Context: an optimization exercise on an open-source flow, tuned for small area, a short achievable clock period and few clock cycles per item. The choices shown serve that exercise and are no tape-out recipe.
RTL that was checked went through simulation tests only; none was proved equivalent to the original.

Setup of run C:
==> flow/design.v <==
module enc_blockizer (
    input  wire       clk,
    input  wire       rst,
    input  wire       in_valid,
    input  wire [7:0] in_data,
    input  wire       in_eos,
    output wire       in_ready,
    output wire       s0_valid,
    output wire [7:0] s0_data,
    output reg        s0_first,    
    output reg  [2:0] blk_m,       
    output reg  [4:0] blk_lm1,     
    input  wire       s0_fits,     
    output reg        all_done     
);
    localparam N = 35;
    reg [7:0]   f [0:N-1];
    reg [N-1:0] v;
    reg [4:0]   rem;       
    reg         rv;        
    reg [4:0]   r [0:7];   
    reg         eos_seen;
    assign s0_valid = v[0];
    assign s0_data  = f[0];
    assign in_ready = !v[N-1];
    reg [31:1] e [0:7];
    reg [4:0]  ra [0:7];
    integer t, j;
    always @(*) begin
        for (j = 1; j < 32; j = j + 1) begin
            e[0][j] = v[j + 2];
            for (t = 1; t < 8; t = t + 1)
                e[t][j] = e[t - 1][j] & ~(f[j + 1][8 - t] ^ f[j + 2][8 - t]);
        end
        for (t = 0; t < 8; t = t + 1) begin
            ra[t] = 5'd31;
            for (j = 31; j >= 1; j = j - 1)
                if (!e[t][j]) ra[t] = j - 1;
        end
    end
    function gt8;                
        input [7:0] x;
        input [7:0] y;
        integer i;
        begin
            gt8 = 1'b0;
            for (i = 0; i < 8; i = i + 1)
                gt8 = (x[i] & ~y[i]) | (~(x[i] ^ y[i]) & gt8);
        end
    endfunction
    function [7:0] mulc;         
        input [2:0] c;
        input [4:0] x;
        integer i;
        begin
            mulc = 8'd0;
            for (i = 0; i < 32; i = i + 1)
                if (x == i) mulc = c * i;
        end
    endfunction
    function decl_small;         
        input [2:0] c;
        input [2:0] x;
        input [2:0] bb;
        integer i, q;
        begin
            decl_small = 1'b0;
            for (i = 1; i < 7; i = i + 1)
                for (q = 0; q < 7; q = q + 1)
                    if (x == i && bb == q)
                        decl_small = (q * (i + 1) < c * i);
        end
    endfunction
    reg [6:1] ne;
    reg [7:1] nz, dec;
    reg [7:0] sc [1:7];
    reg [2:0] b  [1:7];
    integer a, u;
    always @(*) begin
        for (a = 1; a < 7; a = a + 1)
            ne[a] = (r[a + 1] != r[a]);
        for (a = 1; a < 8; a = a + 1)
            nz[a] = (r[a] != r[0]);
        for (a = 1; a < 8; a = a + 1) begin
            b[a] = 3'd0;
            for (u = 1; u < a; u = u + 1)
                if (ne[u]) b[a] = u;
            sc[a]  = mulc(a, r[a]);
            dec[a] = ((a == 7) || ne[a]) && nz[a] && (r[a] != 5'd0) &&
                     ((r[a][4:3] != 2'd0) || (r[a][2:0] == 3'd7) ||
                      decl_small(a, r[a][2:0], b[a]));
        end
    end
    reg [7:1] win;
    reg [4:0] res_lm1;
    reg [2:0] res_m;
    reg [2:0] fm;
    always @(*) begin
        for (a = 1; a < 8; a = a + 1) begin
            win[a] = dec[a];
            for (u = 1; u < 8; u = u + 1) begin
                if (u > a && dec[u] && !gt8(sc[a], sc[u])) win[a] = 1'b0;
                if (u < a && dec[u] &&  gt8(sc[u], sc[a])) win[a] = 1'b0;
            end
        end
        fm = 3'd0;
        for (a = 1; a < 8; a = a + 1)
            if (!nz[a]) fm = a;
        if (dec != 7'd0) begin
            res_lm1 = 5'd0;
            res_m   = 3'd0;
            for (a = 1; a < 8; a = a + 1)
                if (win[a]) begin
                    res_lm1 = res_lm1 | r[a];
                    res_m   = res_m | a;
                end
        end else begin
            res_lm1 = r[0];
            res_m   = (r[0] == 5'd0) ? 3'd0 : fm;
        end
    end
    wire remnz   = (rem != 5'd0);
    wire rem_ge2 = (rem[4:1] != 4'd0);
    wire rem_eq1 = (rem == 5'd1);
    wire r0nz    = (r[0] != 5'd0);
    wire s0_free = !v[0] || s0_fits;
    wire capture = rv && s0_free;
    wire take1   = v[1] && s0_free && (remnz || rv);
    wire dec2     = v[1] ? rem_ge2 : remnz;
    wire compact2 = &(~v[N-1:3] | v[N-2:2]);
    wire win2_ok  = (&v[33:2]) || (eos_seen && compact2 && v[2]);
    reg [N-1:1] mv;
    reg         hole;
    integer k;
    always @(*) begin
        mv[1] = take1;
        mv[2] = v[2] && (v[1] ? (s0_free && (rv ? win2_ok : (rem_ge2 || (rem_eq1 && win2_ok))))
                              : (remnz || win2_ok));
        hole  = !v[2];
        for (k = 3; k < N; k = k + 1) begin
            mv[k] = v[k] && (mv[2] || hole);
            hole  = hole || !v[k];
        end
    end
    wire arm = mv[2] && !dec2;
    wire in_acc  = in_valid && !v[N-1];
    wire free_n2 = !v[N-2] || mv[N-2];
    wire to_n2   = in_acc && free_n2;
    always @(posedge clk) begin
        if (mv[1]) f[0] <= rv ? f[1] : (f[1] << blk_m);
        for (k = 1; k < N - 2; k = k + 1)
            if (mv[k + 1]) f[k] <= f[k + 1];
        if (mv[N-1])    f[N-2] <= f[N-1];
        else if (to_n2) f[N-2] <= in_data;
        if (in_acc && !free_n2) f[N-1] <= in_data;
        if (capture) begin
            blk_m   <= res_m;
            blk_lm1 <= res_lm1;
        end
        if (take1)
            s0_first <= rv;
        if (arm)
            for (t = 0; t < 8; t = t + 1)
                r[t] <= ra[t];
    end
    always @(posedge clk) begin
        if (rst) begin
            v        <= {N{1'b0}};
            rem      <= 5'd0;
            rv       <= 1'b0;
            eos_seen <= 1'b0;
            all_done <= 1'b0;
        end else begin
            v[0] <= take1 || (v[0] && !s0_fits);
            for (k = 1; k < N - 2; k = k + 1)
                v[k] <= mv[k + 1] || (v[k] && !mv[k]);
            v[N-2] <= mv[N-1] || to_n2 || (v[N-2] && !mv[N-2]);
            v[N-1] <= (in_acc && !free_n2) || (v[N-1] && !mv[N-1]);
            if (capture)
                rem <= res_lm1;
            else if (take1)
                rem <= rem - 5'd1;
            rv <= (rv && !capture) || (arm && !(capture && r0nz));
            if (in_eos)
                eos_seen <= 1'b1;
            all_done <= eos_seen && (v == {N{1'b0}});
        end
    end
endmodule
module enc_packer (
    input  wire       clk,
    input  wire       rst,
    input  wire       s0_valid,
    input  wire [7:0] s0_data,
    input  wire       s0_first,
    input  wire [2:0] blk_m,
    input  wire [4:0] blk_lm1,
    output wire       s0_fits,
    input  wire       all_done,
    output reg        out_valid,
    output reg  [7:0] out_data,
    output reg        out_eos,
    input  wire       out_ready
);
    reg [31:0] acc;     
    reg [5:0]  cnt;     
    reg        le16;    
    reg        le24;    
    function [1:0] room;    
        input [5:0] c;
        begin
            room = {!c[5] && (!c[4] || c[3:0] == 4'd0),
                    !c[5] && (!c[4] || !c[3] || c[2:0] == 3'd0)};
        end
    endfunction
    assign s0_fits = s0_first ? le16 : le24;
    wire take = s0_valid && s0_fits;
    wire        ge8   = cnt[5:3] != 3'd0;
    wire [4:0]  w     = s0_first ? 5'd16 : (5'd8 - {2'd0, blk_m});
    wire [15:0] pushl = s0_first ? {blk_m, blk_lm1, s0_data} : {s0_data, 8'd0};
    wire [47:0] sh    = {pushl, 32'd0} >> cnt;
    wire [31:0] comb  = acc | (take ? sh[47:16] : 32'd0);
    wire [5:0]  cc    = cnt + (take ? {1'b0, w} : 6'd0);
    wire [5:0]  cce   = ge8 ? cc - 6'd8 : 6'd0;
    wire out_free = !out_valid || out_ready;
    wire emit     = out_free && (ge8 || (all_done && cnt != 6'd0));
    always @(posedge clk) begin
        if (rst) begin
            acc       <= 32'd0;
            cnt       <= 6'd0;
            le16      <= 1'b1;
            le24      <= 1'b1;
            out_valid <= 1'b0;
            out_eos   <= 1'b0;
        end else begin
            if (emit) begin
                acc          <= {comb[23:0], 8'd0};
                cnt          <= cce;
                {le16, le24} <= room(cce);
            end else begin
                acc          <= comb;
                cnt          <= cc;
                {le16, le24} <= room(cc);
            end
            out_valid <= emit || (out_valid && !out_ready);
            out_eos   <= all_done && cnt == 6'd0 && !out_valid;
        end
    end
    always @(posedge clk)
        if (emit)
            out_data <= acc[31:24];
endmodule
module bitpack_enc (
    input  wire       clk,
    input  wire       rst,
    input  wire       in_valid,
    input  wire [7:0] in_data,
    input  wire       in_eos,
    output wire       in_ready,
    output wire       out_valid,
    output wire [7:0] out_data,
    output wire       out_eos,
    input  wire       out_ready
);
    wire       s0_valid;
    wire [7:0] s0_data;
    wire       s0_first;
    wire [2:0] blk_m;
    wire [4:0] blk_lm1;
    wire       s0_fits;
    wire       all_done;
    enc_blockizer u_blk (
        .clk(clk), .rst(rst),
        .in_valid(in_valid), .in_data(in_data), .in_eos(in_eos), .in_ready(in_ready),
        .s0_valid(s0_valid), .s0_data(s0_data), .s0_first(s0_first),
        .blk_m(blk_m), .blk_lm1(blk_lm1), .s0_fits(s0_fits), .all_done(all_done)
    );
    enc_packer u_pack (
        .clk(clk), .rst(rst),
        .s0_valid(s0_valid), .s0_data(s0_data), .s0_first(s0_first),
        .blk_m(blk_m), .blk_lm1(blk_lm1), .s0_fits(s0_fits), .all_done(all_done),
        .out_valid(out_valid), .out_data(out_data), .out_eos(out_eos), .out_ready(out_ready)
    );
endmodule
==> flow/config.mk <==
export PLATFORM = sky130hd
export DESIGN_NAME = bitpack_enc
export DESIGN_NICKNAME = bitpack_enc
export VERILOG_FILES = /design/flow/design.v
export SDC_FILE = /design/flow/constraint.sdc
export NUM_CORES = 4
export LEC_CHECK = 0
export CAP_MARGIN = 20
export CORE_MARGIN = 2
export CORE_UTILIZATION = 65
export PLACE_DENSITY = 0.85
export SLEW_MARGIN = 20
==> flow/constraint.sdc <==
create_clock -name core_clock -period 13.0 [get_ports {clk}]
set_input_delay 2.6000 -clock core_clock [delete_from_list [all_inputs] [get_ports {clk}]]
set_output_delay 2.6000 -clock core_clock [all_outputs]
set_load 0.01 [all_outputs]
run.sh (not shown) runs the stock make flow with config.mk's settings and CLKGATE_MAP_FILE= SYNTH_SCRIPT=/design/flow/synth_recipe.tcl, a recipe that flattens the netlist after the stock synthesis.
Relative to run C, the following input files were edited for run A:
--- a/flow/design.v
+++ b/flow/design.v
@@ -201,55 +201,54 @@
     output reg  [7:0] out_data,
     output reg        out_eos,
     input  wire       out_ready
 );
-    reg [31:0] acc;     
-    reg [5:0]  cnt;     
-    reg        le16;    
-    reg        le24;    
+    reg [23:0] acc;     
+    reg [4:0]  cnt;     
+    reg        le7;     
+    reg        le15;    
     function [1:0] room;    
-        input [5:0] c;
-        begin
-            room = {!c[5] && (!c[4] || c[3:0] == 4'd0),
-                    !c[5] && (!c[4] || !c[3] || c[2:0] == 3'd0)};
-        end
-    endfunction
-    assign s0_fits = s0_first ? le16 : le24;
+        input [4:0] c;
+        begin
+            room = {c[4:3] == 2'd0, !c[4]};
+        end
+    endfunction
+    assign s0_fits = s0_first ? le7 : le15;
     wire take = s0_valid && s0_fits;
-    wire        ge8   = cnt[5:3] != 3'd0;
     wire [4:0]  w     = s0_first ? 5'd16 : (5'd8 - {2'd0, blk_m});
     wire [15:0] pushl = s0_first ? {blk_m, blk_lm1, s0_data} : {s0_data, 8'd0};
-    wire [47:0] sh    = {pushl, 32'd0} >> cnt;
-    wire [31:0] comb  = acc | (take ? sh[47:16] : 32'd0);
-    wire [5:0]  cc    = cnt + (take ? {1'b0, w} : 6'd0);
-    wire [5:0]  cce   = ge8 ? cc - 6'd8 : 6'd0;
+    wire [39:0] sh    = {pushl, 24'd0} >> cnt;
+    wire [23:0] comb  = acc | (take ? sh[39:16] : 24'd0);
+    wire [4:0]  cc    = cnt + (take ? w : 5'd0);
+    wire        full  = cc[4:3] != 2'd0;
+    wire [4:0]  cce   = full ? cc - 5'd8 : 5'd0;
     wire out_free = !out_valid || out_ready;
-    wire emit     = out_free && (ge8 || (all_done && cnt != 6'd0));
+    wire emit     = out_free && (full || (all_done && cnt != 5'd0));
     always @(posedge clk) begin
         if (rst) begin
-            acc       <= 32'd0;
-            cnt       <= 6'd0;
-            le16      <= 1'b1;
-            le24      <= 1'b1;
+            acc       <= 24'd0;
+            cnt       <= 5'd0;
+            le7       <= 1'b1;
+            le15      <= 1'b1;
             out_valid <= 1'b0;
             out_eos   <= 1'b0;
         end else begin
             if (emit) begin
-                acc          <= {comb[23:0], 8'd0};
-                cnt          <= cce;
-                {le16, le24} <= room(cce);
+                acc         <= {comb[15:0], 8'd0};
+                cnt         <= cce;
+                {le7, le15} <= room(cce);
             end else begin
-                acc          <= comb;
-                cnt          <= cc;
-                {le16, le24} <= room(cc);
+                acc         <= comb;
+                cnt         <= cc;
+                {le7, le15} <= room(cc);
             end
             out_valid <= emit || (out_valid && !out_ready);
-            out_eos   <= all_done && cnt == 6'd0 && !out_valid;
+            out_eos   <= all_done && cnt == 5'd0 && !out_valid;
         end
     end
     always @(posedge clk)
         if (emit)
-            out_data <= acc[31:24];
+            out_data <= comb[23:16];
 endmodule
 module bitpack_enc (
     input  wire       clk,
     input  wire       rst,
- Run C has a higher instance count of the mapped netlist than run A.
- Measured against each other, run C and run A differ in global-route usage, the higher figure coming from run A.
- Final period demand of the worst path improves in run A relative to run C.
- Run A -> run C: aggregate global routing overflow delta 0, exact match
- Run A: synthesized area per cell is about 0.7% higher than what run C reported.
- Comparing run A against run C, there is no change at all in worst hold path stage count.
- Run C ended up with met5 as its highest metal layer used by the detailed router; run A ended up with met4.
- Number of stages on the worst setup path, run C and run A: higher on run A
- The standard cells in run A occupy less silicon area than those in run C do.
- Diff run C -> run A | number of library cell types mapped by synthesis | increase of 2.0%
- Between run A and run C, it is run A whose area occupied by multi-input gates is lower, by about 2%.
- Per the comparison of run A with run C, vias per cell down 0.032, global-route track usage on met2 shows an increase of 0.67 points.
Testbench counts of run A, summed over its fixed seeds: cycles 34,920, items 31,210.
Only the layout flow was run in run C; the RTL was not checked for function there.

-- afterwards: timing with drivers on the ports --
No port has a modelled driver above. Below, the same layouts with a new extraction and two added sets of constraints. Step 1 (the two cells are an assumption about what drives the block):
set clk [get_ports {clk}]
set_driving_cell -lib_cell sky130_fd_sc_hd__clkbuf_16 $clk
set_driving_cell -lib_cell sky130_fd_sc_hd__buf_2 [delete_from_list [all_inputs] $clk]
Step 2 also shifts input and output timing later by t, the mid clock arrival at the registers, as if the neighbouring blocks saw the same clock. a / b / c = no drivers / after step 1 / after step 2; a / b = the first two.
run	shift t [ns]	setup WS [ns]	worst setup path after step 2
run C	0.635	8.142 / 8.142 / 8.069	input to register
run A	0.640	8.598 / 8.598 / 8.598	register to register
After both steps every run listed still meets setup and hold. For run C, which loses most, drivers alone change the setup slack by 0.000 ns; drivers and shift together by -0.073 ns.
